Context: an optimization exercise on an open-source flow, tuned for small area, a short achievable clock period and few clock cycles per item. The choices shown serve that exercise and are no tape-out recipe.
The RTL was checked by simulation tests, not by an equivalence proof against the original design.

$ cat flow/config.mk
export PLATFORM = sky130hd
export DESIGN_NAME = smu_dac_conv
export DESIGN_NICKNAME = smu_dac_conv
export VERILOG_FILES = /design/flow/design.v
export SDC_FILE = /design/flow/constraint.sdc
export NUM_CORES = 4
export LEC_CHECK = 0
export ABC_AREA = 1
export CAP_MARGIN = 50
export CORE_MARGIN = 2
export CORE_UTILIZATION = 67
export CTS_BUF_LIST = sky130_fd_sc_hd__clkbuf_16
export CTS_CLUSTER_DIAMETER = 100
export CTS_CLUSTER_SIZE = 20
export SLEW_MARGIN = 70
$ cat flow/constraint.sdc
create_clock -name core_clock -period 40.0 [get_ports {clk}]
set_input_delay 8.0000 -clock core_clock [delete_from_list [all_inputs] [get_ports {clk}]]
set_output_delay 8.0000 -clock core_clock [all_outputs]
set_load 0.01 [all_outputs]
$ cat flow/design.v
module v2c_coeff (
    input  wire [2:0] role,
    input  wire [2:0] range,
    output reg  [2:0] q,
    output reg  [7:0] k,
    output reg  [7:0] tb,
    output wire       d7
);
    reg [3:0] p;
    always @(*) begin
        case (role)
            3'd0: begin q = 3'd1; p = 4'd0; end                  
            3'd1: case (range)                                   
                3'd0:    begin q = 3'd7; p = 4'd7; end
                3'd1:    begin q = 3'd7; p = 4'd5; end
                3'd2:    begin q = 3'd6; p = 4'd4; end
                3'd3:    begin q = 3'd5; p = 4'd3; end
                3'd4:    begin q = 3'd4; p = 4'd2; end
                default: begin q = 3'd3; p = 4'd1; end
            endcase
            3'd2, 3'd3: case (range)                             
                3'd0:    begin q = 3'd6; p = 4'd8; end
                3'd1:    begin q = 3'd6; p = 4'd6; end
                3'd2:    begin q = 3'd5; p = 4'd5; end
                3'd3:    begin q = 3'd4; p = 4'd4; end
                3'd4:    begin q = 3'd3; p = 4'd3; end
                default: begin q = 3'd2; p = 4'd2; end
            endcase
            default: begin q = 3'd0; p = 4'd1; end               
        endcase
        k  = 8'd133 - {4'd0, p} - {4'd0, q, 1'b0};
        tb = 8'd150 - {4'd0, p};
    end
    assign d7 = (role == 3'd0) || (role == 3'd1);
endmodule
module v2c_cpa #(parameter W = 8) (
    input  wire [W-1:0] a,
    input  wire [W-1:0] b,
    input  wire         ci,
    output wire [W-1:0] s
);
    localparam NG = (W + 1) / 2;
    wire [2*NG-1:0] ae = {{(2*NG-W){1'b0}}, a};
    wire [2*NG-1:0] be = {{(2*NG-W){1'b0}}, b};
    wire [2*NG-1:0] p  = ae ^ be;
    wire [2*NG-1:0] g  = ae & be;
    wire [2*NG-1:0] se;
    wire [NG:0]     c;
    assign c[0] = ci;
    genvar i;
    generate for (i = 0; i < NG; i = i + 1) begin : grp
        wire cm = g[2*i] | (p[2*i] & c[i]);
        assign c[i+1]    = g[2*i+1] | (p[2*i+1] & g[2*i]) | (p[2*i+1] & p[2*i] & c[i]);
        assign se[2*i]   = p[2*i] ^ c[i];
        assign se[2*i+1] = p[2*i+1] ^ cm;
    end endgenerate
    assign s = se[W-1:0];
endmodule
module v2c_csa #(parameter W = 8) (
    input  wire [W-1:0] a,
    input  wire [W-1:0] b,
    input  wire [W-1:0] c,
    output wire [W-1:0] s,
    output wire [W-1:0] t       
);
    wire [W-1:0] mj = (a & b) | (a & c) | (b & c);
    assign s = a ^ b ^ c;
    assign t = {mj[W-2:0], 1'b0};
endmodule
module v2c_m4369 (
    input  wire [23:0] m,
    output wire [36:0] z
);
    wire [36:0] r0 = {13'b0, m};
    wire [36:0] r1 = {9'b0, m, 4'b0};
    wire [36:0] r2 = {5'b0, m, 8'b0};
    wire [36:0] r3 = {1'b0, m, 12'b0};
    wire [36:0] sa, ta, sb, tb;
    v2c_csa #(37) ca (.a(r0), .b(r1), .c(r2), .s(sa), .t(ta));
    v2c_csa #(37) cb (.a(sa), .b(ta), .c(r3), .s(sb), .t(tb));
    v2c_cpa #(37) ap (.a(sb), .b(tb), .ci(1'b0), .s(z));
endmodule
module v2c_unpack #(parameter UMAX = 21) (
    input  wire [31:0] f,
    input  wire [7:0]  kb,
    input  wire [7:0]  tb,
    output wire [23:0] m,
    output wire        sat,
    output wire        zero,
    output wire [4:0]  u,
    output wire        sticky,
    output wire        bad
);
    wire [7:0] ex  = f[30:23];
    wire       nz  = |ex;
    wire [7:0] exe = nz ? ex : 8'd1;
    assign m   = {nz, f[22:0]};
    assign bad = &ex;
    wire [8:0] us = {1'b0, kb} - {1'b0, exe};
    assign sat  = us[8];
    assign zero = !us[8] && (us[7:0] > UMAX);
    assign u    = us[4:0];
    wire [8:0]  ts = {1'b0, tb} - {1'b0, exe};
    wire [24:0] suf;
    assign suf[0] = 1'b0;
    genvar i;
    generate for (i = 1; i <= 24; i = i + 1) begin : sf
        assign suf[i] = suf[i-1] | m[i-1];
    end endgenerate
    wire [4:0] tc = ts[8] ? 5'd0 : ((ts[7:0] > 8'd24) ? 5'd24 : ts[4:0]);
    assign sticky = suf[tc];
endmodule
module v2c_div7 #(parameter W = 20) (
    input  wire [W-1:0] n,
    output wire [W-1:0] quo
);
    wire [2:0] r [0:W];
    assign r[W] = 3'd0;
    genvar i;
    generate for (i = W - 1; i >= 0; i = i - 1) begin : st
        wire r2 = r[i+1][2], r1 = r[i+1][1], r0 = r[i+1][0], b = n[i];
        assign quo[i]  = r2 | (r1 & r0 & b);
        assign r[i][2] = r2 ? (r1 | (r0 & b)) : (r1 & !(r0 & b));
        assign r[i][1] = r2 ? (r0 ^ b)       : (r0 & !(r1 & b));
        assign r[i][0] = r2 ? !b             : (b & !(r1 & r0));
    end endgenerate
endmodule
module v2c_div3 #(parameter W = 20) (
    input  wire [W-1:0] n,
    output wire [W-1:0] quo
);
    wire [1:0] r [0:W];
    assign r[W] = 2'd0;
    genvar i;
    generate for (i = W - 1; i >= 0; i = i - 1) begin : st
        wire r1 = r[i+1][1], r0 = r[i+1][0], b = n[i];
        assign quo[i]  = r1 | (r0 & b);
        assign r[i][1] = (r0 & !b) | (r1 & b);
        assign r[i][0] = (!r1 & !r0 & b) | (r1 & !b);
    end endgenerate
endmodule
module smu_dac_conv (
    input  wire        clk,
    input  wire        rst,         
    input  wire        in_valid,
    output wire        in_ready,
    input  wire [3:0]  in_role,     
    input  wire [7:0]  in_range,    
    input  wire [31:0] in_x,        
    input  wire [31:0] in_cllv,     
    input  wire [31:0] in_clhv,     
    output wire        out_valid,
    input  wire        out_ready,
    output wire [15:0] out_code,
    output wire        out_err      
);
    localparam [2:0] CLLI = 3'd2, CLHI = 3'd3, CLLV = 3'd4, CLHV = 3'd5;
    localparam [20:0] CLLI_Z = -21'sd10923;
    localparam [20:0] CLHI_Z = 21'sd10922;
    localparam [20:0] ZNEG = -21'sd524288;
    localparam [20:0] ZPOS = 21'sd524287;
    reg  [4:0] ct;
    reg        rdy_r;
    wire       acc  = in_valid && rdy_r;
    wire       take;
    always @(posedge clk) begin
        if (rst) begin
            ct    <= 5'd0;
            rdy_r <= 1'b1;
        end else if (acc && !take) begin
            ct    <= {ct[3:0], 1'b1};
            rdy_r <= !ct[3];
        end else if (take && !acc) begin
            ct    <= {1'b0, ct[4:1]};
            rdy_r <= 1'b1;
        end
    end
    assign in_ready = rdy_r;
    reg        v0;
    reg [2:0]  role0, range0;
    reg        ok0;
    reg [31:0] x0, c0;
    always @(posedge clk) begin
        v0     <= acc && !rst;
        role0  <= in_role[2:0];
        range0 <= in_range[2:0];
        ok0    <= (in_role < 4'd6) && (in_range < 8'd6);
        x0     <= in_x;
        c0     <= (in_role[2:0] == CLLV) ? in_clhv : in_cllv;
    end
    wire [2:0] q;
    wire [7:0] k, tb;
    wire       d7;
    v2c_coeff u_coeff (.role(role0), .range(range0), .q(q), .k(k), .tb(tb), .d7(d7));
    wire [23:0] mx;
    wire [4:0]  ux;
    wire        satx, zerox, stkx, badx;
    v2c_unpack #(.UMAX(21)) u_upx (.f(x0), .kb(k), .tb(tb), .m(mx), .sat(satx),
                                   .zero(zerox), .u(ux), .sticky(stkx), .bad(badx));
    wire [36:0] zx;
    v2c_m4369 u_zx (.m(mx), .z(zx));
    reg  [43:0] ra, rb, rc;
    always @(*) begin
        case (q[1:0])
            2'd0:    begin ra = {1'b0, zx, 6'b0}; rb = 44'd0;              rc = 44'd0;            end
            2'd1:    begin ra = {1'b0, zx, 6'b0}; rb = {3'b0, zx, 4'b0};   rc = 44'd0;            end
            2'd2:    begin ra = {1'b0, zx, 6'b0}; rb = {2'b0, zx, 5'b0};   rc = {5'b0, zx, 2'b0}; end
            default: begin ra = {zx, 7'b0};       rb = ~{5'b0, zx, 2'b0};  rc = {7'b0, zx};       end
        endcase
    end
    wire [43:0] sw, tw, w;
    v2c_csa #(44) u_cw (.a(ra), .b(rb), .c(rc), .s(sw), .t(tw));
    v2c_cpa #(44) u_aw (.a(sw), .b(tw), .ci(q[1:0] == 2'd3), .s(w));
    wire [23:0] mc;
    wire [4:0]  uc;
    wire        satc, zeroc, stkc, badc;
    v2c_unpack #(.UMAX(17)) u_upc (.f(c0), .kb(8'd130), .tb(8'd149), .m(mc), .sat(satc),
                                   .zero(zeroc), .u(uc), .sticky(stkc), .bad(badc));
    wire [36:0] zc;
    v2c_m4369 u_zc (.m(mc), .z(zc));
    wire [17:0] nsc  = zeroc ? 18'd0 : (zc[36:19] >> uc);
    wire        ovfc = satc || nsc[17];
    wire        sgnc = c0[31];
    wire [20:0] bc   = (role0 == CLLV) ? -21'sd4369 : 21'sd4369;
    wire [20:0] ac   = sgnc ? ~{4'b0, nsc[16:0]} : {4'b0, nsc[16:0]};
    wire [20:0] tcs;
    v2c_cpa #(21) u_anc (.a(bc), .b(ac), .ci(sgnc && !stkc), .s(tcs));
    wire [20:0] tc   = ovfc ? (sgnc ? ZNEG : ZPOS) : tcs;
    wire [20:0] zb   = role0[2] ? tc : (role0[0] ? CLHI_Z : CLLI_Z);
    reg        va;
    reg        d7a, q2a, sgna, sata, zeroa, stka, erra, lowa, uppa;
    reg [4:0]  ua;
    reg [43:0] wa;
    reg [20:0] zba;
    always @(posedge clk) begin
        va    <= v0 && !rst;
        d7a   <= d7;
        q2a   <= q[2];
        erra  <= !ok0 || badx || (role0[2] && badc);
        lowa  <= (role0 == CLLI) || (role0 == CLLV);
        uppa  <= (role0 == CLHI) || (role0 == CLHV);
        sgna  <= x0[31];
        sata  <= satx;
        zeroa <= zerox;
        stka  <= stkx;
        ua    <= ux;
        wa    <= w;
        zba   <= zb;
    end
    wire [52:0] p0 = {wa, 9'b0};
    wire [52:0] p1 = {2'b0, wa, 7'b0};
    wire [52:0] p2 = ~{5'b0, wa, 4'b0};
    wire [52:0] p3 = {9'b0, wa};
    wire [52:0] s5a, t5a, s5b, t5b, p625;
    v2c_csa #(53) u_c5a (.a(p0), .b(p1), .c(p2), .s(s5a), .t(t5a));
    v2c_csa #(53) u_c5b (.a(s5a), .b(t5a), .c(p3), .s(s5b), .t(t5b));
    v2c_cpa #(53) u_a5 (.a(s5b), .b(t5b), .ci(1'b1), .s(p625));
    wire [21:0] ph  = q2a ? p625[52:31] : {1'b0, wa[43:23]};
    wire [21:0] nsh = zeroa ? 22'd0 : (ph >> ua);
    wire        ovf = sata || (|nsh[21:19]);
    wire [18:0] nab = nsh[18:0];
    wire [20:0] axn = sgna ? ~{2'b0, nab} : {2'b0, nab};
    wire [20:0] txs = axn + {20'd0, sgna && !stka};
    wire [20:0] tx  = ovf ? (sgna ? ZNEG : ZPOS) : txs;
    wire [20:0] wba   = sgna ? ~zba : zba;
    wire        gt    = wba[20] || (nab > wba[18:0]);
    wire        below = ovf ? sgna : (sgna ? gt : !gt);
    wire        selb  = (lowa && !below) || (uppa && below);
    reg        vb;
    reg        d7b, errb;
    reg [20:0] zsb;
    always @(posedge clk) begin
        vb   <= va && !rst;
        d7b  <= d7a;
        errb <= erra;
        zsb  <= selb ? zba : tx;
    end
    wire [5:0]  nbh = zsb[20:15] + (d7b ? 6'd7 : 6'd3);
    wire [20:0] nsb = {nbh, zsb[14:0]};
    wire [18:0] q7;
    wire [17:0] q3;
    v2c_div7 #(.W(19)) u_d7 (.n(nsb[18:0]), .quo(q7));
    v2c_div3 #(.W(18)) u_d3 (.n(nsb[17:0]), .quo(q3));
    wire        sat7  = nsb[19] || (|q7[18:16]);
    wire        sat3  = (|nsb[19:18]) || (|q3[17:16]);
    wire [15:0] quo   = d7b ? q7[15:0] : q3[15:0];
    wire        satq  = d7b ? sat7 : sat3;
    wire [15:0] code  = nsb[20] ? 16'd0 : (satq ? 16'hFFFF : quo);
    wire [16:0] res   = errb ? 17'h10000 : {1'b0, code};
    reg        ov;
    reg [16:0] ob;                      
    reg [16:0] bm [0:3];
    reg [1:0]  bwr, brd;
    reg [3:0]  bt;
    assign take = ov && out_ready;
    wire       ofree = !ov || out_ready;
    wire       bne   = bt[0];
    wire [3:0] bt_f  = (bne && !vb) ? {1'b0, bt[3:1]} : bt;     
    wire [3:0] bt_h  = vb ? {bt[2:0], 1'b1} : bt;               
    wire [1:0] brd_f  = bne ? brd + 2'd1 : brd;
    wire [1:0] bwr_f  = (vb && bne) ? bwr + 2'd1 : bwr;
    wire [1:0] bwr_h  = vb ? bwr + 2'd1 : bwr;
    wire [16:0] onext = bne ? bm[brd] : res;
    always @(posedge clk) begin
        if (rst) begin
            ov   <= 1'b0;
            bwr  <= 2'd0;
            brd  <= 2'd0;
            bt   <= 4'd0;
        end else begin
            if (ofree) begin
                ov   <= bne || vb;
                ob   <= onext;
                bt   <= bt_f;
                brd  <= brd_f;
                bwr  <= bwr_f;
            end else begin
                bt   <= bt_h;
                bwr  <= bwr_h;
            end
            if (vb) bm[bwr] <= res;
        end
    end
    assign out_valid = ov;
    assign out_code  = ob[15:0];
    assign out_err   = ob[16];
endmodule
$ cat flow/flow/run.sh
#!/bin/bash
# The standard layout, with plain buffers (sky130_fd_sc_hd__buf_1) on the ports
# instead of the delay buffers buffer_ports picks by default.
set -euo pipefail
bash standard.sh "BUFFER_PORTS_ARGS=-buffer_cell sky130_fd_sc_hd__buf_1" finish > standard.log 2>&1
$ cat flow/standard.sh
#!/bin/bash
# synth_recipe.tcl (not shown) runs the flow's synth.tcl, then flattens the netlist and writes it again
# the make line also repeats each setting of config.mk as NAME=value (left out here)
make -C /OpenROAD-flow-scripts/flow DESIGN_CONFIG=/design/flow/config.mk WORK_HOME=/design/flow/orfs CLKGATE_MAP_FILE= SYNTH_SCRIPT=/design/flow/synth_recipe.tcl "${@:-finish}"
==> summary.txt, run 1 <==
status=timing/DRC/antenna clean; nets=4281; cts bufs inserted=19; hpwl dp=56.6 mm; IO buf count=130; area grow syn2layout=6.54%; row cnt=74; vias=23900; leading cell type in the layout, fill and taps excluded=nand2_1; CTS clk-pin slew, worst paths=0.08 ns; # Post-CTS Setup Buffers=0; post-place instance area=29100 um^2; Startpoint Class=register; most frequent cells in the layout=nand2_1, inv_1, ha_1, o21ai_0, fa_1; Ys Warns=4; # Max-Cap Violations=0; initial antenna violation count=0; crit path max fanout=1; fin util=72.5%; Min-Delay Path Class=reg2reg; delay of the slowest critical-path stage=0.38 ns; slowest stage cell on the critical path=edfxtp_1; WP data arrival=1.08 ns; # hold bufs at CTS=0; post-route design area=29700 um^2; synthesized flop and latch total=277; crit path cell chain=buf_1; fin crit share=22.7%; vias in the first global route=24000; global route overflow=0; PostCTS Resize Cnt=0; setup TNS=0 ns; f_max=110 MHz; multi-input logic area=18900 um^2; Filler Cells Inserted=3254; Slew Limit Fails=0; Setup CP Type=reg2out; Mean Syn Cell Area=7.84 um^2; post-synth cell types=62; syn_nets=4199; largest net degree at the start of global routing=92; Setup violations, final=0; number of diodes=0; Core Region=41000 um^2; Post-synth EDFFs=85; crit-path leading delay family=flip-flops; Starting Density=68.1%; drt via density=5.72; Tmin final=9.08 ns; Post-route DRC=0; die area=43300 um^2; Detailed Routing Iterations Pass 1=6; Die Span Y=208 um; Primary FF master, synth=dfxtp_1; Post-Syn Instances=3559; Slew @ Worst Pin=0.458 ns; register area=6420 um^2; Critical Path Sink Type=primary output; CTS tree=built; share of post-route cells with drive strength above 1=6.27%; clock skew=0.0166 ns; Ports=131; Max-slew headroom=69.4%; worst path bufs/invs=1; depth of the CTS H-tree=1; DRT iter0 DRCs=2027; Total GRT Usage=32.1%; CTS Buffer Depth=3; final hold violation count=0; DR WL/cell=16.5 um; RSZ-0062 raised after global routing=false; Seq/Total Area, Yosys=22.9%; ANT nets after route=0; Final GP Congestion=0.952; Die X=208 um; fraction of registers with async set/reset=0%; first-pass GRT wire length=116 mm; # clock sinks=277; Req. time, crit path=32.00 ns; worst skew pair latency=0.54 ns; mapped cell area=27900 um^2; Clk Tree Root Cell=clkbuf_16; routed wire length=69.0 mm
==> stage by stage <==
stage	setup slack (ns)	hold slack (ns)	instances
2_1_floorplan	30.66	0.310	3559
5_1_grt	29.90	0.339	4183
6_report	30.92	0.335	4183
4_1_cts	30.90	0.336	4179
3_3_place_gp	30.34	0.313	4145
3_5_place_dp	30.73	0.317	4148
==> Yosys cell counts (all sizes together) (12+ instances only) <==
| master | number | area [um^2] |
|---|---|---|
| a21o | 12 | 90.1 |
| a21oi | 237 | 1200 |
| a31oi | 17 | 106 |
| buf | 14 | 62.6 |
| clkbuf | 79 | 297 |
| dfxtp | 192 | 3840 |
| edfxtp | 85 | 2550 |
| fa | 239 | 4780 |
| ha | 289 | 3620 |
| inv | 640 | 2400 |
| mux2 | 32 | 360 |
| nand2 | 691 | 2640 |
| nand3 | 155 | 786 |
| nand4 | 28 | 175 |
| nor2 | 235 | 912 |
| nor3 | 18 | 90.1 |
| o211ai | 20 | 150 |
| o21ai | 289 | 1550 |
| o22ai | 44 | 275 |
| or2 | 18 | 115 |
| xnor2 | 48 | 420 |
| xor2 | 83 | 727 |
==> logic make-up after synthesis <==
family / Yosys count / synth area share (%)
compound gates: 678 / 13.9
xor+xnor: 131 / 4.11
fa+ha+maj: 528 / 30.1
buf+inv: 736 / 9.93
flops: 277 / 22.9
mux: 42 / 1.65
simple gates: 1167 / 17.4
==> cell type report <==
cell class                 instances  area share, %
timing repair buffer             154           2.47
sequential                       277           21.6
tap                              532           2.24
multi-input combinational       2546           63.7
inverter                         643           8.14
clock buffer                      19           1.60
clock inverter                    12          0.282
==> sequential cells by signal, indices dropped and copies added (netlist names), 2 cells and up, named ones only <==
| name | flops |
|---|---|
| bm | 68 |
| wa | 44 |
| c0 | 32 |
| x0 | 32 |
| zsb | 21 |
| zba | 20 |
| ob | 17 |
| ct | 5 |
| ua | 5 |
| bt | 4 |
| range0 | 3 |
| role0 | 3 |
| brd | 2 |
| bwr | 2 |
==> layer usage <==
metal / vias to the layer above / GRT usage (%) / routed length (um) / part of all wire, %
met2: 828 / 53.0 / 31300 / 45
met5: - / 0 / 0 / 0
li1: 11700 / - / - / -
met1: 11300 / 45.9 / 31700 / 46
met3: 105 / 3.77 / 4760 / 6.9
met4: 0 / 6.75 / 1330 / 1.9
==> worst paths after layout <==
path | slack [ns] | start | endpoint | depth (start not counted)
worst max-delay path | 30.92 | ob[15] | out_code[15] | 1
worst max register to register | 30.99 | wa[2] | zsb[18] | 81
worst min-delay path | 0.33 | d7a | d7b | 0
worst min register to register | 0.33 | d7a | d7b | 0
Testbench counts, summed over its fixed seeds: cycles 4,832, items 4,800.
==> run 2, diff against run 1 <==
--- a/flow/config.mk
+++ b/flow/config.mk
@@ -8,8 +8,8 @@
 export ABC_AREA = 1
 export CAP_MARGIN = 50
 export CORE_MARGIN = 2
-export CORE_UTILIZATION = 67
+export CORE_UTILIZATION = 60
 export CTS_BUF_LIST = sky130_fd_sc_hd__clkbuf_16
 export CTS_CLUSTER_DIAMETER = 100
 export CTS_CLUSTER_SIZE = 20
-export SLEW_MARGIN = 70
+export SLEW_MARGIN = 60
==> summary.txt, run 2 <==
cts bufs inserted=18 (was 19); f_max=110 MHz (about the same); Met2 Wirelength=29.8 mm (was 31.3 mm); Tmin final=9.08 ns (about the same); # Post-CTS Setup Buffers=0 (unchanged); worst skew pair latency=0.55 ns (was 0.54 ns); worst r2r dst=wa[42] (was zsb[18]); post-synthesis mux area share=1.65% (unchanged); CTS Buffer Depth=3 (unchanged); drt via density=5.51 (was 5.72); R2R depth=43 (was 81); clock skew=0.0319 ns (was 0.0166 ns); slowest stage cell on the critical path=dfxtp_1 (was edfxtp_1); crit path max fanout=3 (was 1); Die X=220 um (was 208 um); first-pass GRT wire length=111 mm (was 116 mm); # clock sinks=277 (unchanged); Clk Tree Root Cell=clkbuf_16 (unchanged); Slew Limit Fails=0 (unchanged); Req. time, crit path=32.00 ns (about the same); fin crit share=22.7% (about the same); crit path cell chain=buf_1 (unchanged); HP Start=x0[31] (was d7a); r2r setup slk=31.05 ns (was 30.99 ns); DR WL met3=4.21 mm (was 4.76 mm); leading cell type in the layout, fill and taps excluded=nand2_1 (unchanged); share of post-route cells with drive strength above 1=5.18% (was 6.27%); Post-synth EDFFs=85 (unchanged); vias=23400 (was 23900); WP data arrival=1.08 ns (about the same); fraction of the mapped netlist area in simple logic gates=17.4% (unchanged); delay of the slowest critical-path stage=0.36 ns (was 0.38 ns); post-synthesis xor/xnor area fraction=4.11% (unchanged); ANT nets after route=0 (unchanged); Critical Path Sink Type=primary output (unchanged); WHS Endpoint=sgna (was d7b); # Max-Cap Violations=0 (unchanged); most frequent cells in the layout=nand2_1, inv_1, ha_1, o21ai_0, fa_1 (unchanged); area grow syn2layout=6.01% (was 6.54%); number of diodes=0 (unchanged); nets=4276 (was 4281); Hold Path Depth=0 (unchanged); Synth Area in Adders=30.1% (unchanged); most frequent cells after synthesis=nand2_1, inv_1, ha_1 (unchanged); Max-slew headroom=58.5% (was 69.4%); Ys Warns=4 (unchanged); Top Registers=bm (68), wa (44) (unchanged); final hold violation count=0 (unchanged); compound-cell area share of the yosys netlist=13.9% (unchanged); status=timing/DRC/antenna clean (unchanged); post-synth cell types=62 (unchanged); max reg flops=68 (unchanged); routed wire length=68.1 mm (was 69.0 mm); Primary FF master, synth=dfxtp_1 (unchanged); mapped cell area=27900 um^2 (unchanged); IO buf count=130 (unchanged); # hold bufs at CTS=0 (unchanged); area leader, netlist=fa_1 (unchanged); Post-route DRC=0 (unchanged); CTS tree=built (unchanged); metal1 wirelength=32.9 mm (was 31.7 mm); post-place instance area=29000 um^2 (was 29100 um^2); PostCTS Resize Cnt=0 (unchanged); syn_nets=4199 (unchanged); Final GP Congestion=0.925 (was 0.952); setup TNS=0 ns (unchanged); top cell type's share of synthesized area=17.1% (unchanged); Ports=131 (unchanged); Startpoint Class=register (unchanged); worst slack at placement=30.41 ns (was 30.73 ns); Setup CP Type=reg2out (unchanged); Top reg by flops=bm (unchanged); Core Region=46300 um^2 (was 41000 um^2); CTS clk-pin slew, worst paths=0.09 ns (was 0.08 ns); Mean Syn Cell Area=7.84 um^2 (unchanged); hpwl dp=55.8 mm (was 56.6 mm); Detailed Routing Iterations Pass 1=6 (unchanged); synthesized flop and latch total=277 (unchanged); die area=48300 um^2 (was 43300 um^2); RSZ-0062 raised after global routing=false (unchanged); post-route design area=29600 um^2 (was 29700 um^2); worst setup margin=30.92 ns (about the same); Min-Delay Path Class=reg2reg (unchanged); Post-Layout Cell Count=4253 (was 4183); worst path bufs/invs=1 (unchanged); largest family of logic cells by synthesized area=adder cells (unchanged); largest net degree at the start of global routing=92 (unchanged); DRT iter0 DRCs=1806 (was 2027); vias in the first global route=22800 (was 24000); Inst Count DP=4221 (was 4148); top-count cell post-synth=nand2_1 (unchanged); row cnt=79 (was 74); Top Metal Used=met4 (unchanged); Slew @ Worst Pin=0.620 ns (was 0.458 ns); depth of the CTS H-tree=1 (unchanged); initial antenna violation count=0 (unchanged); leading post-synthesis cells by cell area=fa_1, dfxtp_1, ha_1, edfxtp_1, nand2_1 (unchanged); FF-to-FF Start=x0[1] (was wa[2]); fraction of registers with async set/reset=0% (unchanged); global route overflow=0 (unchanged); Setup violations, final=0 (unchanged); Total GRT Usage=28.5% (was 32.1%); crit-path leading delay family=flip-flops (unchanged); Starting Density=60.3% (was 68.1%); Seq/Total Area, Yosys=22.9% (unchanged); Post-Syn Instances=3559 (unchanged); DR WL/cell=16.0 um (was 16.5 um); Die Span Y=220 um (was 208 um)
[run 2: cell counts after synthesis]
Identical to the previous run, type by type.
[run 2: final cells by class]
type | instances | area [um^2]
well taps | 607 | 759
clock buffers | 18 | 450
repair buffers | 150 | 659
fillers | 4102 | 16700
flip-flops and latches | 277 | 6400
clock inverters | 12 | 72.6
inverters | 643 | 2410
multi-input cells | 2546 | 18800
[run 2: worst max path at each step]
stage | startpoint | endpoint | slack [ns] | cells after the start
2_1_floorplan | rst | ob[0] | 30.66 | 2
3_3_place_gp | rst | bm[3][10] | 30.25 | 4
3_5_place_dp | rst | bm[2][8] | 30.41 | 5
4_1_cts | ob[15] | out_code[15] | 30.89 | 1
5_1_grt | wa[2] | zsb[18] | 30.14 | 80
6_report | rdy_r | in_ready | 30.92 | 1
[run 2: per-layer routing]
layer | global-route usage (%) | vias to the layer above
li1 | - | 11700
met1 | 42.0 | 11000
met2 | 45.0 | 674
met3 | 3.91 | 85
met4 | 5.41 | 0
met5 | 0 | -
[run 2: metrics by stage]
step	utilization (%)	hold WS [ns]
floorplan	-	0.310
finish	64.0	0.328
global placement	62.6	0.314
detailed placement	62.7	0.317
CTS	63.8	0.331
global route	64.0	0.340
[run 2: cell families (layout without fill, tap and decap cells)]
logic type                 count (synthesis)  after routing
muxes                                     42             42
buffers and inverters                    736            823
AOI/OAI and AO/OA                        678            678
adders and majority gates                528            528
and+or+nand+nor                         1167           1167
xor gates and xnor gates                 131            131
DFF                                      277            277
==> run 3, diff against run 2 <==
--- a/flow/config.mk
+++ b/flow/config.mk
@@ -12,4 +12,4 @@
 export CTS_BUF_LIST = sky130_fd_sc_hd__clkbuf_16
 export CTS_CLUSTER_DIAMETER = 100
 export CTS_CLUSTER_SIZE = 20
-export SLEW_MARGIN = 60
+export SLEW_MARGIN = 75
==> summary.txt, run 3 <==
CTS tree=built (unchanged); # hold bufs at CTS=0 (unchanged); vias in the first global route=22700 (was 22800); Mean Syn Cell Area=7.84 um^2 (unchanged); setup TNS=0 ns (unchanged); Ys Warns=4 (unchanged); number of diodes=0 (unchanged); Setup CP Type=reg2out (unchanged); syn_nets=4199 (unchanged); fin crit share=22.7% (about the same); Top reg by flops=bm (unchanged); Die Span Y=220 um (unchanged); RSZ-0062 raised after global routing=false (unchanged); mapped cell area=27900 um^2 (unchanged); Detailed Routing Iterations Pass 1=6 (unchanged); IO buf count=130 (unchanged); initial antenna violation count=0 (unchanged); final hold violation count=0 (unchanged); Post-route DRC=0 (unchanged); fin util=65.2% (was 64.0%); post-synth cell types=62 (unchanged); f_max=110 MHz (about the same); status=timing/DRC/antenna clean (unchanged); register area=6440 um^2 (was 6400 um^2); hpwl dp=55.9 mm (was 55.8 mm); fraction of registers with async set/reset=0% (unchanged); CTS clk-pin slew, worst paths=0.08 ns (was 0.09 ns); Core Region=46300 um^2 (unchanged); Ports=131 (unchanged); Filler Cells Inserted=4044 (was 4102); # Post-CTS Setup Buffers=0 (unchanged); first-pass GRT wire length=111 mm (about the same); DR WL/cell=15.9 um (was 16.0 um); leading cell type in the layout, fill and taps excluded=nand2_1 (unchanged); clock skew=0.0227 ns (was 0.0319 ns); die area=48300 um^2 (unchanged); nets=4287 (was 4276); crit path cell chain=buf_1 (unchanged); crit-path leading delay family=flip-flops (unchanged); area leader, netlist=fa_1 (unchanged); top cell type's share of synthesized area=17.1% (unchanged); row cnt=79 (unchanged); Post-Syn Instances=3559 (unchanged); Max-slew headroom=74.2% (was 58.5%); worst path bufs/invs=1 (unchanged); Top Registers=bm (68), wa (44) (unchanged); Slew Limit Fails=0 (unchanged); worst skew pair latency=0.54 ns (was 0.55 ns); drt via density=5.52 (was 5.51); depth of the CTS H-tree=1 (unchanged); area grow syn2layout=7.97% (was 6.01%); WP data arrival=1.07 ns (was 1.08 ns); Total GRT Usage=28.4% (was 28.5%); share of post-route cells with drive strength above 1=7.55% (was 5.18%); most frequent cells after synthesis=nand2_1, inv_1, ha_1 (unchanged); # Max-Cap Violations=0 (unchanged); multi-input logic area=19100 um^2 (was 18800 um^2); synthesized flop and latch total=277 (unchanged); Seq/Total Area, Yosys=22.9% (unchanged); # clock sinks=277 (unchanged); Primary FF master, synth=dfxtp_1 (unchanged); routed wire length=68.0 mm (was 68.1 mm); Die X=220 um (unchanged); most frequent cells in the layout=nand2_1, inv_1, ha_1, o21ai_0, fa_1 (unchanged); ANT nets after route=0 (unchanged); leading post-synthesis cells by cell area=fa_1, dfxtp_1, ha_1, edfxtp_1, nand2_1 (unchanged); Startpoint Class=register (unchanged); Tmin final=9.07 ns (was 9.08 ns); top-count cell post-synth=nand2_1 (unchanged); DRT iter0 DRCs=1776 (was 1806); largest net degree at the start of global routing=46 (was 92); vias=23500 (was 23400); Starting Density=60.3% (unchanged); slowest stage cell on the critical path=edfxtp_1 (was dfxtp_1); Post-synth EDFFs=85 (unchanged); Critical Path Sink Type=primary output (unchanged); Clk Tree Root Cell=clkbuf_16 (unchanged); post-place instance area=29400 um^2 (was 29000 um^2); Setup violations, final=0 (unchanged); Final GP Congestion=0.925 (unchanged); cts bufs inserted=18 (unchanged); Req. time, crit path=32.00 ns (about the same); Slew @ Worst Pin=0.382 ns (was 0.620 ns); delay of the slowest critical-path stage=0.38 ns (was 0.36 ns); CTS Buffer Depth=3 (unchanged); PostCTS Resize Cnt=0 (unchanged); Post-Layout Cell Count=4264 (was 4253); crit path max fanout=1 (was 3); Inst Count DP=4231 (was 4221); global route overflow=0 (unchanged); Min-Delay Path Class=reg2reg (unchanged); post-route design area=30100 um^2 (was 29600 um^2); max reg flops=68 (unchanged)
run 3: path summary, 6_finish.rpt:
path              slack, ns  startpoint  cells after the start      endpoint
setup / recovery      30.93      ob[15]                      1  out_code[15]
setup reg to reg      31.26       wa[2]                     81       zsb[18]
hold / removal         0.33      x0[31]                      0          sgna
hold reg to reg        0.33      x0[31]                      0          sgna
run 3: cell families (layout without fill, tap and decap cells):
kind of cell,count (synthesis),count (layout),share of synthesized area [%]
compound gates,678,678,13.9
xor+xnor,131,131,4.11
fa+ha+maj,528,528,30.1
buf+inv,736,834,9.93
flops,277,277,22.9
mux,42,42,1.65
simple gates,1167,1167,17.4
run 3: final cells by class:
type | instances | share of cell area (%)
Timing Repair Buffer | 161 | 2.71
Clock buffer | 18 | 1.49
Multi-Input combinational cell | 2546 | 63.5
Tap cell | 607 | 2.52
Inverter | 643 | 8.08
Clock inverter | 12 | 0.315
Sequential cell | 277 | 21.4
run 3: metrics by stage:
| stage | setup WS, ns | hold slack (ns) |
|---|---|---|
| final | 30.93 | 0.329 |
| after global routing | 30.01 | 0.340 |
| after CTS | 30.91 | 0.331 |
| after detailed placement | 30.52 | 0.317 |
| after global placement | 30.25 | 0.314 |
| after floorplan | 30.66 | 0.310 |
run 3: worst register-to-register path, delay by kind of cell, from the launching register on:
| kind | cells | cell delay [ns] |
|---|---|---|
| AND/OR/NAND/NOR | 57 | 4.34 |
| adder cells (fa/ha/maj) | 5 | 1.91 |
| AO/OA/AOI/OAI | 10 | 1.16 |
| buffers and inverters | 7 | 0.56 |
| flip-flops | 1 | 0.39 |
| multiplexers | 2 | 0.30 |
run 3: metal layers:
layer  share of wire [%]  global-route usage [%]  routed length (um)
met3                 6.4                    4.22                4350
met1                  48                    41.7               32800
met5                   0                       0                   0
met2                  44                    44.6               29700
met4                 1.6                    5.41                1060
==> run 4, diff against run 3 <==
--- a/flow/config.mk
+++ b/flow/config.mk
@@ -12,4 +12,4 @@
 export CTS_BUF_LIST = sky130_fd_sc_hd__clkbuf_16
 export CTS_CLUSTER_DIAMETER = 100
 export CTS_CLUSTER_SIZE = 20
-export SLEW_MARGIN = 75
+export SLEW_MARGIN = 65
==> summary.txt, run 4 <==
status=timing/DRC/antenna clean (unchanged); Mean Syn Cell Area=7.84 um^2 (unchanged); Critical Path Sink Type=register (was primary output); Slew Limit Fails=0 (unchanged); Max-slew headroom=65.0% (was 74.2%); CTS Buffer Depth=3 (unchanged); Setup violations, final=0 (unchanged); Setup CP Type=reg2reg (was reg2out); CTS tree=built (unchanged); Startpoint Class=register (unchanged); depth of the CTS H-tree=1 (unchanged); leading cell type in the layout, fill and taps excluded=nand2_1 (unchanged); mapped cell area=27900 um^2 (unchanged); Tmin final=9.11 ns (was 9.07 ns); Total GRT Usage=28.6% (was 28.4%); Final GP Congestion=0.925 (unchanged); global route overflow=0 (unchanged); worst skew pair latency=0.55 ns (was 0.54 ns); ANT nets after route=0 (unchanged); final hold violation count=0 (unchanged); vias=23400 (was 23500); routed wire length=68.1 mm (was 68.0 mm); slowest stage cell on the critical path=dfxtp_1 (was edfxtp_1); Ports=131 (unchanged); PostCTS Resize Cnt=0 (unchanged); Die Span Y=220 um (unchanged); Primary FF master, synth=dfxtp_1 (unchanged); most frequent cells after synthesis=nand2_1, inv_1, ha_1 (unchanged); Min-Delay Path Class=reg2reg (unchanged); area grow syn2layout=6.33% (was 7.97%); post-synth cell types=62 (unchanged); largest net degree at the start of global routing=92 (was 46); setup TNS=0 ns (unchanged); synthesized flop and latch total=277 (unchanged); Die X=220 um (unchanged); most frequent cells in the layout=nand2_1, inv_1, ha_1, o21ai_0, fa_1 (unchanged); clock skew=0.0346 ns (was 0.0227 ns); crit path max fanout=9 (was 1); DR WL/cell=16.0 um (was 15.9 um); Top Registers=bm (68), wa (44) (unchanged); die area=48300 um^2 (unchanged); Req. time, crit path=40.46 ns (was 32.00 ns); top cell type's share of synthesized area=17.1% (unchanged); drt via density=5.50 (was 5.52); f_max=110 MHz (about the same); Clk Tree Root Cell=clkbuf_16 (unchanged); Slew @ Worst Pin=0.519 ns (was 0.382 ns); top-count cell post-synth=nand2_1 (unchanged); share of post-route cells with drive strength above 1=5.62% (was 7.55%); delay of the slowest critical-path stage=0.62 ns (was 0.38 ns); row cnt=79 (unchanged); syn_nets=4199 (unchanged); Top reg by flops=bm (unchanged); Post-synth EDFFs=85 (unchanged); Core Region=46300 um^2 (unchanged); Detailed Routing Iterations Pass 1=6 (unchanged); # Post-CTS Setup Buffers=0 (unchanged); most used cell, CP=inv_1; cts bufs inserted=18 (unchanged); WP data arrival=9.58 ns (was 1.07 ns); RSZ-0062 raised after global routing=false (unchanged); # clock sinks=277 (unchanged); vias in the first global route=22900 (was 22700); Seq/Total Area, Yosys=22.9% (unchanged); Post-route DRC=0 (unchanged); # Max-Cap Violations=0 (unchanged); IO buf count=130 (unchanged); first-pass GRT wire length=112 mm (was 111 mm); fraction of registers with async set/reset=0% (unchanged); Post-Syn Instances=3559 (unchanged); leading post-synthesis cells by cell area=fa_1, dfxtp_1, ha_1, edfxtp_1, nand2_1 (unchanged); area leader, netlist=fa_1 (unchanged); DRT iter0 DRCs=1878 (was 1776); CTS clk-pin slew, worst paths=0.07 ns (was 0.08 ns); Starting Density=60.3% (unchanged); max reg flops=68 (unchanged); hold_ws=0.329 ns (about the same); fin crit share=22.8% (was 22.7%); number of diodes=0 (unchanged); hpwl dp=56.0 mm (was 55.9 mm); nets=4276 (was 4287); # hold bufs at CTS=0 (unchanged); initial antenna violation count=0 (unchanged); Ys Warns=4 (unchanged)
run 4: stage by stage:
step,std cells,setup slack [ns],util (%),instance area [um^2]
6_report,4253,30.89,64.2,29700
5_1_grt,4253,30.01,64.2,29700
4_1_cts,4253,30.90,64.1,29600
3_5_place_dp,4223,30.50,63.0,29100
3_3_place_gp,4220,30.25,62.6,28900
2_1_floorplan,3559,30.66,-,27900
run 4: final cells by class:
type / instances / area [um^2]
multi-input cells: 2546 / 18900
fillers: 4108 / 16600
flip-flops and latches: 277 / 6410
inverters: 643 / 2420
well taps: 607 / 759
repair buffers: 150 / 691
clock buffers: 18 / 450
clock inverters: 12 / 70.1
run 4: cell families (layout without fill, tap and decap cells):
| logic type | Yosys count | count (layout) | synth area share [%] |
|---|---|---|---|
| compound gates | 678 | 678 | 13.9 |
| xor+xnor | 131 | 131 | 4.11 |
| fa+ha+maj | 528 | 528 | 30.1 |
| buf+inv | 736 | 823 | 9.93 |
| flops | 277 | 277 | 22.9 |
| mux | 42 | 42 | 1.65 |
| simple gates | 1167 | 1167 | 17.4 |
run 4: final timing paths:
check / end / startpoint / slack, ns / cells after the start
worst max-delay path: wa[42] / x0[1] / 30.89 / 43
worst min-delay path: sgna / x0[31] / 0.33 / 0
worst min register to register: sgna / x0[31] / 0.33 / 0
worst max register to register: wa[42] / x0[1] / 30.89 / 43
run 4: layer usage:
metal  track usage (%)  vias up  routed length [um]
li1                  -    11700                   -
met1              42.6    11000               33200
met2              45.5      622               30000
met3              3.52       57                4030
met4              4.56        0                 877
met5                 0        -                   0
run 4: worst max-delay path: cells and delay by family, from the launching register on:
kind                       cells  cell delay [ns]
DFF                            1             0.62
buffers and inverters          8             0.65
and+or+nand+nor               11             0.98
adders and majority gates      7             2.54
xor gates and xnor gates       1             0.40
AOI/OAI and AO/OA             16             3.86
==> run 5, diff against run 4 <==
--- a/flow/config.mk
+++ b/flow/config.mk
@@ -6,10 +6,10 @@
 export NUM_CORES = 4
 export LEC_CHECK = 0
 export ABC_AREA = 1
-export CAP_MARGIN = 50
+export CAP_MARGIN = 35
 export CORE_MARGIN = 2
 export CORE_UTILIZATION = 60
 export CTS_BUF_LIST = sky130_fd_sc_hd__clkbuf_16
 export CTS_CLUSTER_DIAMETER = 100
 export CTS_CLUSTER_SIZE = 20
-export SLEW_MARGIN = 65
+export SLEW_MARGIN = 70
==> summary.txt, run 5 <==
worst setup margin=30.92 ns (was 30.89 ns); top-count cell post-synth=nand2_1 (unchanged); area leader, netlist=fa_1 (unchanged); worst path bufs/invs=1 (was 8); share of post-route cells with drive strength above 1=6.47% (was 5.62%); Core Region=46300 um^2 (unchanged); Top reg by flops=bm (unchanged); hpwl dp=55.9 mm (was 56.0 mm); Mean Syn Cell Area=7.84 um^2 (unchanged); fin crit share=22.7% (was 22.8%); die area=48300 um^2 (unchanged); ANT nets after route=0 (unchanged); slowest stage cell on the critical path=edfxtp_1 (was dfxtp_1); initial antenna violation count=0 (unchanged); worst skew pair latency=0.55 ns (about the same); Post-route DRC=0 (unchanged); row cnt=79 (unchanged); nets=4279 (was 4276); most frequent cells in the layout=nand2_1, inv_1, ha_1, o21ai_0, fa_1 (unchanged); WP data arrival=1.08 ns (was 9.58 ns); # Max-Cap Violations=0 (unchanged); worst slack at placement=30.51 ns (was 30.50 ns); Slew @ Worst Pin=0.435 ns (was 0.519 ns); Max-slew headroom=70.8% (was 65.0%); most frequent cells after synthesis=nand2_1, inv_1, ha_1 (unchanged); top cell type's share of synthesized area=17.1% (unchanged); Post-synth EDFFs=85 (unchanged); delay of the slowest critical-path stage=0.39 ns (was 0.62 ns); Starting Density=60.3% (unchanged); Min-Delay Path Class=reg2reg (unchanged); post-synth cell types=62 (unchanged); Startpoint Class=register (unchanged); Die X=220 um (unchanged); Ports=131 (unchanged); f_max=110 MHz (about the same); CTS Buffer Depth=3 (unchanged); CTS tree=built (unchanged); cts bufs inserted=18 (unchanged); PostCTS Resize Cnt=0 (unchanged); clock skew=0.0389 ns (was 0.0346 ns); routed wire length=67.9 mm (was 68.1 mm); Req. time, crit path=32.00 ns (was 40.46 ns); final hold violation count=0 (unchanged); drt via density=5.52 (was 5.50); Die Span Y=220 um (unchanged); fraction of registers with async set/reset=0% (unchanged); synthesized flop and latch total=277 (unchanged); largest net degree at the start of global routing=48 (was 92); Clk Tree Root Cell=clkbuf_16 (unchanged); vias=23500 (was 23400); mapped cell area=27900 um^2 (unchanged); crit path cell chain=buf_1; Slew Limit Fails=0 (unchanged); Critical Path Sink Type=primary output (was register); Total GRT Usage=28.6% (about the same); global route overflow=0 (unchanged); Seq/Total Area, Yosys=22.9% (unchanged); crit-path leading delay family=flip-flops (was compound AO/OA/AOI/OAI gates); CTS clk-pin slew, worst paths=0.09 ns (was 0.07 ns); Detailed Routing Iterations Pass 1=6 (unchanged); vias in the first global route=22900 (about the same); first-pass GRT wire length=113 mm (was 112 mm); syn_nets=4199 (unchanged); DRT iter0 DRCs=1791 (was 1878); Setup CP Type=reg2out (was reg2reg); number of diodes=0 (unchanged); leading cell type in the layout, fill and taps excluded=nand2_1 (unchanged); max reg flops=68 (unchanged); status=timing/DRC/antenna clean (unchanged); Top Registers=bm (68), wa (44) (unchanged); Post-Syn Instances=3559 (unchanged); DR WL/cell=16.0 um (about the same); depth of the CTS H-tree=1 (unchanged); IO buf count=130 (unchanged); Primary FF master, synth=dfxtp_1 (unchanged); # hold bufs at CTS=0 (unchanged); RSZ-0062 raised after global routing=false (unchanged); crit path max fanout=1 (was 9); leading post-synthesis cells by cell area=fa_1, dfxtp_1, ha_1, edfxtp_1, nand2_1 (unchanged); Setup violations, final=0 (unchanged); # clock sinks=277 (unchanged); area grow syn2layout=6.91% (was 6.33%); setup TNS=0 ns (unchanged); # Post-CTS Setup Buffers=0 (unchanged); Tmin final=9.08 ns (was 9.11 ns); Ys Warns=4 (unchanged); Final GP Congestion=0.925 (unchanged)
[run 5: cell counts after synthesis]
Identical to the previous run, type by type.
[run 5: metal layers]
metal / part of all wire, % / track usage (%) / up-vias
li1: - / - / 11700
met1: 49 / 42.9 / 11100
met2: 44 / 45.3 / 669
met3: 5.7 / 3.15 / 72
met4: 1.6 / 5.06 / 0
met5: 0 / 0 / -
[run 5: through the flow]
step / instance area (um^2) / hold WS, ns / cells / util, %
6_report: 29800 / 0.330 / 4257 / 64.5
5_1_grt: 29800 / 0.340 / 4257 / 64.5
4_1_cts: 29700 / 0.331 / 4255 / 64.3
3_5_place_dp: 29200 / 0.317 / 4224 / 63.1
3_3_place_gp: 28900 / 0.314 / 4220 / 62.6
2_1_floorplan: 27900 / 0.310 / 3559 / -
[run 5: path summary, 6_finish.rpt]
check,start,endpoint,slack (ns),cells after the start
min reg2reg,x0[31],sgna,0.33,0
max,ob[1],out_code[1],30.92,1
max reg2reg,wa[2],zsb[18],31.31,81
min,x0[31],sgna,0.33,0
[run 5: layout make-up]
| type | count | area (um^2) |
|---|---|---|
| Inverter | 643 | 2420 |
| Clock buffer | 18 | 450 |
| Multi-Input combinational cell | 2546 | 19000 |
| Fill cell | 4036 | 16400 |
| Tap cell | 607 | 759 |
| Sequential cell | 277 | 6420 |
| Timing Repair Buffer | 153 | 728 |
| Clock inverter | 13 | 96.3 |
[run 5: cell families (layout without fill, tap and decap cells)]
kind of cell	count (synthesis)	count (layout)	synth area share, %
simple gates	1167	1167	17.4
buf+inv	736	827	9.93
compound gates	678	678	13.9
fa+ha+maj	528	528	30.1
flops	277	277	22.9
xor+xnor	131	131	4.11
mux	42	42	1.65
==> run 6, diff against run 5 <==
--- a/flow/config.mk
+++ b/flow/config.mk
@@ -6,7 +6,7 @@
 export NUM_CORES = 4
 export LEC_CHECK = 0
 export ABC_AREA = 1
-export CAP_MARGIN = 35
+export CAP_MARGIN = 50
 export CORE_MARGIN = 2
 export CORE_UTILIZATION = 60
 export CTS_BUF_LIST = sky130_fd_sc_hd__clkbuf_16
==> summary.txt, run 6 <==
Top reg by flops=bm (unchanged); drt via density=5.52 (unchanged); largest net degree at the start of global routing=48 (unchanged); IO buf count=130 (unchanged); crit-path leading delay family=flip-flops (unchanged); die area=48300 um^2 (unchanged); fin crit share=22.7% (unchanged); crit path max fanout=1 (unchanged); Ys Warns=4 (unchanged); delay of the slowest critical-path stage=0.39 ns (about the same); Detailed Routing Iterations Pass 1=6 (unchanged); GR peak layer=met2 (unchanged); Post-synth EDFFs=85 (unchanged); CTS tree=built (unchanged); leading post-synthesis cells by cell area=fa_1, dfxtp_1, ha_1, edfxtp_1, nand2_1 (unchanged); FF-to-FF Start=wa[2] (unchanged); top cell type's share of synthesized area=17.1% (unchanged); most frequent cells in the layout=nand2_1, inv_1, ha_1, o21ai_0, fa_1 (unchanged); Clk Tree Root Cell=clkbuf_16 (unchanged); DR WL/cell=16.0 um (unchanged); worst skew pair latency=0.55 ns (about the same); synthesized flop and latch total=277 (unchanged); worst setup margin=30.92 ns (unchanged); area grow syn2layout=6.91% (unchanged); CTS Buffer Depth=3 (unchanged); routed wire length=67.9 mm (unchanged); Setup CP Type=reg2out (unchanged); WP data arrival=1.08 ns (about the same); fraction of registers with async set/reset=0% (unchanged); crit path cell chain=buf_1 (unchanged); clock skew=0.0389 ns (unchanged); Core Region=46300 um^2 (unchanged); ANT nets after route=0 (unchanged); setup TNS=0 ns (unchanged); worst path bufs/invs=1 (unchanged); Final GP Congestion=0.925 (unchanged); Post-Layout Cell Count=4257 (unchanged); GR met2 Demand/Resource=45.3% (unchanged); status=timing/DRC/antenna clean (unchanged); number of diodes=0 (unchanged); Top Registers=bm (68), wa (44) (unchanged); Die Span Y=220 um (unchanged); final hold violation count=0 (unchanged); initial antenna violation count=0 (unchanged); worst slack at placement=30.51 ns (unchanged); first-pass GRT wire length=113 mm (unchanged); met3 usage=3.15% (unchanged); met1 usage=42.9% (unchanged); share of post-route cells with drive strength above 1=6.47% (unchanged); top-count cell post-synth=nand2_1 (unchanged); leading cell type in the layout, fill and taps excluded=nand2_1 (unchanged); RSZ-0062 raised after global routing=false (unchanged); Post-Syn Instances=3559 (unchanged); Post-route DRC=0 (unchanged); Total GRT Usage=28.6% (unchanged); row cnt=79 (unchanged); # hold bufs at CTS=0 (unchanged); Setup violations, final=0 (unchanged); nets=4279 (unchanged); Hold Path Depth=0 (unchanged); R2R depth=81 (unchanged); post-synth cell types=62 (unchanged); hold_ws=0.330 ns (unchanged); r2r setup slk=31.31 ns (about the same); worst r2r dst=zsb[18] (unchanged); # clock sinks=277 (unchanged); Min-Delay Path Class=reg2reg (unchanged); Starting Density=60.3% (unchanged); Critical Path Sink Type=primary output (unchanged); CP Depth=1 (unchanged); Req. time, crit path=32.00 ns (about the same); WHS Endpoint=sgna (unchanged); Ports=131 (unchanged); most frequent cells after synthesis=nand2_1, inv_1, ha_1 (unchanged); mapped cell area=27900 um^2 (unchanged); cts bufs inserted=18 (unchanged); Max-slew headroom=70.8% (unchanged); slowest stage cell on the critical path=edfxtp_1 (unchanged); Primary FF master, synth=dfxtp_1 (unchanged); area leader, netlist=fa_1 (unchanged); vias=23500 (unchanged); DRT iter0 DRCs=1791 (unchanged); Die X=220 um (unchanged); Slew @ Worst Pin=0.435 ns (unchanged); f_max=110 MHz (unchanged); vias in the first global route=22900 (unchanged); hpwl dp=55.9 mm (unchanged); global route overflow=0 (unchanged); Slew Limit Fails=0 (unchanged); HP Start=x0[31] (unchanged); Mean Syn Cell Area=7.84 um^2 (unchanged); max reg flops=68 (unchanged); Seq/Total Area, Yosys=22.9% (unchanged); syn_nets=4199 (unchanged); depth of the CTS H-tree=1 (unchanged); # Post-CTS Setup Buffers=0 (unchanged); Tmin final=9.08 ns (unchanged); Inst Count DP=4224 (unchanged); PostCTS Resize Cnt=0 (unchanged); Startpoint Class=register (unchanged); # Max-Cap Violations=0 (unchanged); CTS clk-pin slew, worst paths=0.09 ns (about the same)
run 6: cells by family after synthesis:
| logic type | after synthesis | synth area share (%) |
|---|---|---|
| muxes | 42 | 1.65 |
| AOI/OAI and AO/OA | 678 | 13.9 |
| and+or+nand+nor | 1167 | 17.4 |
| adders and majority gates | 528 | 30.1 |
| buffers and inverters | 736 | 9.93 |
| xor gates and xnor gates | 131 | 4.11 |
| DFF | 277 | 22.9 |
run 6: layout make-up:
class | instances | area [um^2]
Clock inverter | 13 | 96.3
Multi-Input combinational cell | 2546 | 19000
Tap cell | 607 | 759
Timing Repair Buffer | 153 | 728
Fill cell | 4036 | 16400
Clock buffer | 18 | 450
Inverter | 643 | 2420
Sequential cell | 277 | 6420
run 6: through the flow:
stage | cell area [um^2] | util [%]
after floorplan | 27900 | -
after global placement | 28900 | 62.6
after detailed placement | 29200 | 63.1
after CTS | 29700 | 64.3
after global routing | 29800 | 64.5
final | 29800 | 64.5
run 6: routing by layer:
metal | vias to the layer above | routed length [um] | share of wire, %
met4 | 0 | 1050 | 1.6
met1 | 11100 | 33200 | 49
li1 | 11700 | - | -
met3 | 72 | 3840 | 5.7
met2 | 669 | 29800 | 44
met5 | - | 0 | 0
run 6: how the worst max path moves through the flow:
| stage | start | endpoint | slack (ns) |
|---|---|---|---|
| after global placement | rst | bm[3][10] | 30.25 |
| after CTS | ob[1] | out_code[1] | 30.89 |
| after floorplan | rst | ob[0] | 30.66 |
| after global routing | wa[2] | zsb[18] | 30.07 |
| final | ob[1] | out_code[1] | 30.92 |
| after detailed placement | rst | bm[2][11] | 30.51 |
==> run 7, diff against run 6 <==
--- a/flow/config.mk
+++ b/flow/config.mk
@@ -11,5 +11,5 @@
 export CORE_UTILIZATION = 60
 export CTS_BUF_LIST = sky130_fd_sc_hd__clkbuf_16
 export CTS_CLUSTER_DIAMETER = 100
-export CTS_CLUSTER_SIZE = 20
+export CTS_CLUSTER_SIZE = 25
 export SLEW_MARGIN = 70
==> summary.txt, run 7 <==
Critical Path Sink Type=primary output (unchanged); max reg flops=68 (unchanged); Setup violations, final=0 (unchanged); worst skew pair latency=0.54 ns (was 0.55 ns); most frequent cells in the layout=nand2_1, inv_1, ha_1, o21ai_0, fa_1 (unchanged); post-synth cell types=62 (unchanged); crit-path leading delay family=flip-flops (unchanged); Setup CP Type=reg2out (unchanged); Top reg by flops=bm (unchanged); Tmin final=9.06 ns (was 9.08 ns); WP data arrival=1.06 ns (was 1.08 ns); # clock sinks=277 (unchanged); Min-Delay Path Class=reg2reg (unchanged); post-place instance area=29200 um^2 (unchanged); Max-slew headroom=70.2% (was 70.8%); PostCTS Resize Cnt=0 (unchanged); depth of the CTS H-tree=1 (unchanged); Top Registers=bm (68), wa (44) (unchanged); crit path cell chain=buf_1 (unchanged); Die X=220 um (unchanged); cts bufs inserted=16 (was 18); clock skew=0.0191 ns (was 0.0389 ns); vias in the first global route=22900 (about the same); Seq/Total Area, Yosys=22.9% (unchanged); vias=23400 (was 23500); Post-Layout Cell Count=4254 (was 4257); f_max=110 MHz (about the same); post-route design area=29800 um^2 (about the same); crit path max fanout=1 (unchanged); Final GP Congestion=0.925 (unchanged); Die Span Y=220 um (unchanged); first-pass GRT wire length=113 mm (about the same); number of diodes=0 (unchanged); worst path bufs/invs=1 (unchanged); IO buf count=130 (unchanged); final hold violation count=0 (unchanged); CTS clk-pin slew, worst paths=0.09 ns (about the same); top-count cell post-synth=nand2_1 (unchanged); # hold bufs at CTS=0 (unchanged); fraction of registers with async set/reset=0% (unchanged); FF-to-FF Start=wa[2] (unchanged); fin crit share=22.6% (was 22.7%); Post-Syn Instances=3559 (unchanged); status=timing/DRC/antenna clean (unchanged); Startpoint Class=register (unchanged); Inst Count DP=4224 (unchanged); area grow syn2layout=6.75% (was 6.91%); # Max-Cap Violations=0 (unchanged); global route overflow=0 (unchanged); synthesized flop and latch total=277 (unchanged); Detailed Routing Iterations Pass 1=6 (unchanged); leading cell type in the layout, fill and taps excluded=nand2_1 (unchanged); share of post-route cells with drive strength above 1=6.42% (was 6.47%); Post-route DRC=0 (unchanged); Ports=131 (unchanged); top cell type's share of synthesized area=17.1% (unchanged); leading post-synthesis cells by cell area=fa_1, dfxtp_1, ha_1, edfxtp_1, nand2_1 (unchanged); mapped cell area=27900 um^2 (unchanged); Req. time, crit path=32.00 ns (about the same); HP Start=x0[31] (unchanged); largest net degree at the start of global routing=48 (unchanged); Core Region=46300 um^2 (unchanged); Ys Warns=4 (unchanged); slowest stage cell on the critical path=edfxtp_1 (unchanged); row cnt=79 (unchanged); fin util=64.4% (was 64.5%); Filler Cells Inserted=4038 (was 4036); most frequent cells after synthesis=nand2_1, inv_1, ha_1 (unchanged); die area=48300 um^2 (unchanged); launch point of the worst path=ob[1] (unchanged); Slew @ Worst Pin=0.443 ns (was 0.435 ns); Primary FF master, synth=dfxtp_1 (unchanged); nets=4277 (was 4279); RSZ-0062 raised after global routing=false (unchanged); drt via density=5.50 (was 5.52); Slew Limit Fails=0 (unchanged); Post-synth EDFFs=85 (unchanged); area leader, netlist=fa_1 (unchanged); Starting Density=60.3% (unchanged); hpwl dp=55.9 mm (unchanged); Clk Tree Root Cell=clkbuf_16 (unchanged); CTS Buffer Depth=3 (unchanged); delay of the slowest critical-path stage=0.38 ns (was 0.39 ns); DRT iter0 DRCs=1948 (was 1791); DR WL/cell=16.0 um (about the same); initial antenna violation count=0 (unchanged); Mean Syn Cell Area=7.84 um^2 (unchanged); setup TNS=0 ns (unchanged); routed wire length=67.9 mm (about the same); syn_nets=4199 (unchanged); # Post-CTS Setup Buffers=0 (unchanged); ANT nets after route=0 (unchanged); r2r setup slk=31.29 ns (was 31.31 ns); Total GRT Usage=28.7% (was 28.6%); CTS tree=built (unchanged)
## run 7: per-layer routing
layer / wire (um) / GRT usage, %
met5: 0 / 0
met4: 1030 / 4.94
met3: 4150 / 3.23
met2: 29700 / 45.4
met1: 33000 / 42.9
## run 7: final timing paths
path,endpoint,cells past startpoint
setup / recovery,out_code[1],1
hold / removal,sgna,0
setup reg to reg,zsb[18],79
hold reg to reg,sgna,0
## run 7: logic make-up (layout without fill, tap and decap cells)
logic type / after synthesis / count (layout) / synth area share [%]
compound gates: 678 / 678 / 13.9
mux: 42 / 42 / 1.65
flops: 277 / 277 / 22.9
fa+ha+maj: 528 / 528 / 30.1
buf+inv: 736 / 824 / 9.93
simple gates: 1167 / 1167 / 17.4
xor+xnor: 131 / 131 / 4.11
## run 7: metrics by stage
step | setup WS [ns] | hold WS, ns
6_report | 30.94 | 0.331
5_1_grt | 30.08 | 0.341
4_1_cts | 30.92 | 0.332
3_5_place_dp | 30.51 | 0.317
3_3_place_gp | 30.25 | 0.314
2_1_floorplan | 30.66 | 0.310
## run 7: cell type report
cell class / count / area, um^2 / share of cell area [%]
inverter: 643 / 2420 / 8.12
sequential: 277 / 6420 / 21.6
tap: 607 / 759 / 2.55
clock buffer: 17 / 425 / 1.43
clock inverter: 11 / 75.1 / 0.252
timing repair buffer: 153 / 728 / 2.44
multi-input combinational: 2546 / 19000 / 63.6
==> run 8, diff against run 7 <==
--- a/flow/config.mk
+++ b/flow/config.mk
@@ -10,6 +10,6 @@
 export CORE_MARGIN = 2
 export CORE_UTILIZATION = 60
 export CTS_BUF_LIST = sky130_fd_sc_hd__clkbuf_16
-export CTS_CLUSTER_DIAMETER = 100
-export CTS_CLUSTER_SIZE = 25
+export CTS_CLUSTER_DIAMETER = 200
+export CTS_CLUSTER_SIZE = 20
 export SLEW_MARGIN = 70
==> summary.txt, run 8 <==
Startpoint Class=register (unchanged); syn_nets=4199 (unchanged); delay of the slowest critical-path stage=0.38 ns (about the same); post-synth cell types=62 (unchanged); PostCTS Resize Cnt=0 (unchanged); worst r2r dst=zsb[18] (unchanged); crit path max fanout=1 (unchanged); hpwl dp=55.9 mm (unchanged); final hold violation count=0 (unchanged); RSZ-0062 raised after global routing=false (unchanged); CTS clk-pin slew, worst paths=0.10 ns (was 0.09 ns); number of diodes=0 (unchanged); Top reg by flops=bm (unchanged); leading cell type in the layout, fill and taps excluded=nand2_1 (unchanged); nets=4278 (was 4277); CTS tree=built (unchanged); # hold bufs at CTS=0 (unchanged); ANT nets after route=0 (unchanged); R2R depth=81 (was 79); r2r setup slk=31.29 ns (about the same); IO buf count=130 (unchanged); Req. time, crit path=32.00 ns (about the same); slowest stage cell on the critical path=edfxtp_1 (unchanged); cts bufs inserted=17 (was 16); Post-Syn Instances=3559 (unchanged); Top Registers=bm (68), wa (44) (unchanged); Mean Syn Cell Area=7.84 um^2 (unchanged); Final GP Congestion=0.925 (unchanged); Starting Density=60.3% (unchanged); Clk Tree Root Cell=clkbuf_16 (unchanged); routed wire length=68.1 mm (was 67.9 mm); # clock sinks=277 (unchanged); largest net degree at the start of global routing=48 (unchanged); # Post-CTS Setup Buffers=0 (unchanged); top cell type's share of synthesized area=17.1% (unchanged); drt via density=5.51 (was 5.50); Die Span Y=220 um (unchanged); Slew Limit Fails=0 (unchanged); area grow syn2layout=6.63% (was 6.75%); CTS Buffer Depth=3 (unchanged); Ports=131 (unchanged); crit path cell chain=buf_1 (unchanged); top-count cell post-synth=nand2_1 (unchanged); Tmin final=9.07 ns (was 9.06 ns); f_max=110 MHz (about the same); Post-route DRC=0 (unchanged); Filler Cells Inserted=4050 (was 4038); area leader, netlist=fa_1 (unchanged); Post-synth EDFFs=85 (unchanged); most frequent cells in the layout=nand2_1, inv_1, ha_1, o21ai_0, fa_1 (unchanged); Core Region=46300 um^2 (unchanged); Seq/Total Area, Yosys=22.9% (unchanged); global route overflow=0 (unchanged); WHS Endpoint=sgna (unchanged); most frequent cells after synthesis=nand2_1, inv_1, ha_1 (unchanged); status=timing/DRC/antenna clean (unchanged); mapped cell area=27900 um^2 (unchanged); Setup violations, final=0 (unchanged); Primary FF master, synth=dfxtp_1 (unchanged); leading post-synthesis cells by cell area=fa_1, dfxtp_1, ha_1, edfxtp_1, nand2_1 (unchanged); depth of the CTS H-tree=1 (unchanged); Die X=220 um (unchanged); FF-to-FF Start=wa[2] (unchanged); Total GRT Usage=28.8% (was 28.7%); WP data arrival=1.07 ns (was 1.06 ns); synthesized flop and latch total=277 (unchanged); DR WL/cell=16.0 um (about the same); Min-Delay Path Class=reg2reg (unchanged); HP Start=x0[31] (unchanged); share of post-route cells with drive strength above 1=6.36% (was 6.42%); DRT iter0 DRCs=1888 (was 1948); Slew @ Worst Pin=0.443 ns (about the same); initial antenna violation count=0 (unchanged); # Max-Cap Violations=0 (unchanged); fin crit share=22.7% (was 22.6%); Hold Path Depth=0 (unchanged); crit-path leading delay family=flip-flops (unchanged); clock skew=0.0323 ns (was 0.0191 ns); first-pass GRT wire length=113 mm (about the same); Critical Path Sink Type=primary output (unchanged); Setup CP Type=reg2out (unchanged); vias=23400 (about the same); row cnt=79 (unchanged); Ys Warns=4 (unchanged); worst skew pair latency=0.54 ns (about the same); fraction of registers with async set/reset=0% (unchanged); setup TNS=0 ns (unchanged); Max-slew headroom=70.2% (about the same); die area=48300 um^2 (unchanged); worst path bufs/invs=1 (unchanged); max reg flops=68 (unchanged); Detailed Routing Iterations Pass 1=7 (was 6); vias in the first global route=23000 (was 22900)
==> run 8: cell counts after synthesis <==
No cell type changed its count.
==> run 8: layer usage <==
layer	wire length, um	share of wire (%)	global-route usage [%]	vias up
li1	-	-	-	11700
met1	33200	49	43.0	11000
met3	3930	5.8	3.26	74
met4	1100	1.6	4.90	0
met5	0	0	0	-
met2	29900	44	45.6	644
==> run 8: area by class of cell <==
class | instances | area [um^2] | share of cell area, %
Clock buffer | 17 | 425 | 1.43
Inverter | 643 | 2420 | 8.13
Clock inverter | 10 | 43.8 | 0.147
Sequential cell | 277 | 6420 | 21.6
Multi-Input combinational cell | 2546 | 19000 | 63.7
Timing Repair Buffer | 153 | 728 | 2.45
Tap cell | 607 | 759 | 2.55
==> run 8: through the flow <==
step | worst slack (ns) | util (%) | instances | hold WS [ns] | instance area (um^2)
after floorplan | 30.66 | - | 3559 | 0.310 | 27900
after detailed placement | 30.51 | 63.1 | 4224 | 0.317 | 29200
after CTS | 30.90 | 64.1 | 4251 | 0.336 | 29700
after global routing | 30.05 | 64.4 | 4253 | 0.345 | 29800
after global placement | 30.25 | 62.6 | 4220 | 0.314 | 28900
final | 30.93 | 64.4 | 4253 | 0.334 | 29800
==> run 8: worst max path at each step <==
stage / from / end / depth (start not counted)
floorplan: rst / ob[0] / 2
global placement: rst / bm[3][10] / 4
detailed placement: rst / bm[2][11] / 5
CTS: ob[11] / out_code[11] / 1
global route: wa[2] / zsb[18] / 81
finish: ob[1] / out_code[1] / 1
==> run 8: cells by family after synthesis <==
family,after synthesis,synth area share [%]
adder cells (fa/ha/maj),528,30.1
buffers and inverters,736,9.93
multiplexers,42,1.65
XOR/XNOR,131,4.11
AND/OR/NAND/NOR,1167,17.4
AO/OA/AOI/OAI,678,13.9
flip-flops,277,22.9

[afterwards: timing with drivers on the ports]
Ports are ideal in the flow. The routed layouts listed here were re-timed in OpenROAD. Step 1: set_driving_cell puts a clkbuf_16 on clk and a buf_2 on each other input, an assumption about the parent block. Step 2 adds t to the input delays and takes it off the output delays; t is the mean of the earliest and latest rising clock arrival at the registers after step 1. Input paths then give back, and output paths get back, about the clock's delay inside the block. a / b / c = no drivers / after step 1 / after step 2; a / b = the first two.
run | shift t [ns] | setup slack, ns | hold slack, ns | clock arrival spread, ns | worst data-port slew with drivers (ns)
run 1 | 0.593 | 30.923 / 30.863 / 30.727 | 0.335 / 0.335 / 0.335 | 0.020 / 0.020 | 0.04
run 2 | 0.589 | 30.916 / 30.861 / 30.506 | 0.328 / 0.328 / 0.328 | 0.031 / 0.032 | 0.04
run 3 | 0.587 | 30.927 / 30.870 / 30.622 | 0.329 / 0.329 / 0.329 | 0.024 / 0.024 | 0.04
run 4 | 0.589 | 30.886 / 30.874 / 30.496 | 0.329 / 0.329 / 0.329 | 0.035 / 0.035 | 0.04
run 5 | 0.585 | 30.921 / 30.863 / 30.623 | 0.330 / 0.330 / 0.330 | 0.039 / 0.039 | 0.04
run 6 | 0.585 | 30.921 / 30.863 / 30.623 | 0.330 / 0.330 / 0.330 | 0.039 / 0.039 | 0.04
run 7 | 0.587 | 30.941 / 30.881 / 30.623 | 0.331 / 0.331 / 0.331 | 0.020 / 0.021 | 0.04
run 8 | 0.585 | 30.932 / 30.875 / 30.619 | 0.334 / 0.334 / 0.334 | 0.032 / 0.033 | 0.04
After both steps every run listed still meets setup and hold. The setup slack of run 2, which loses most, moves by -0.055 ns with the drivers and by -0.410 ns with both steps.
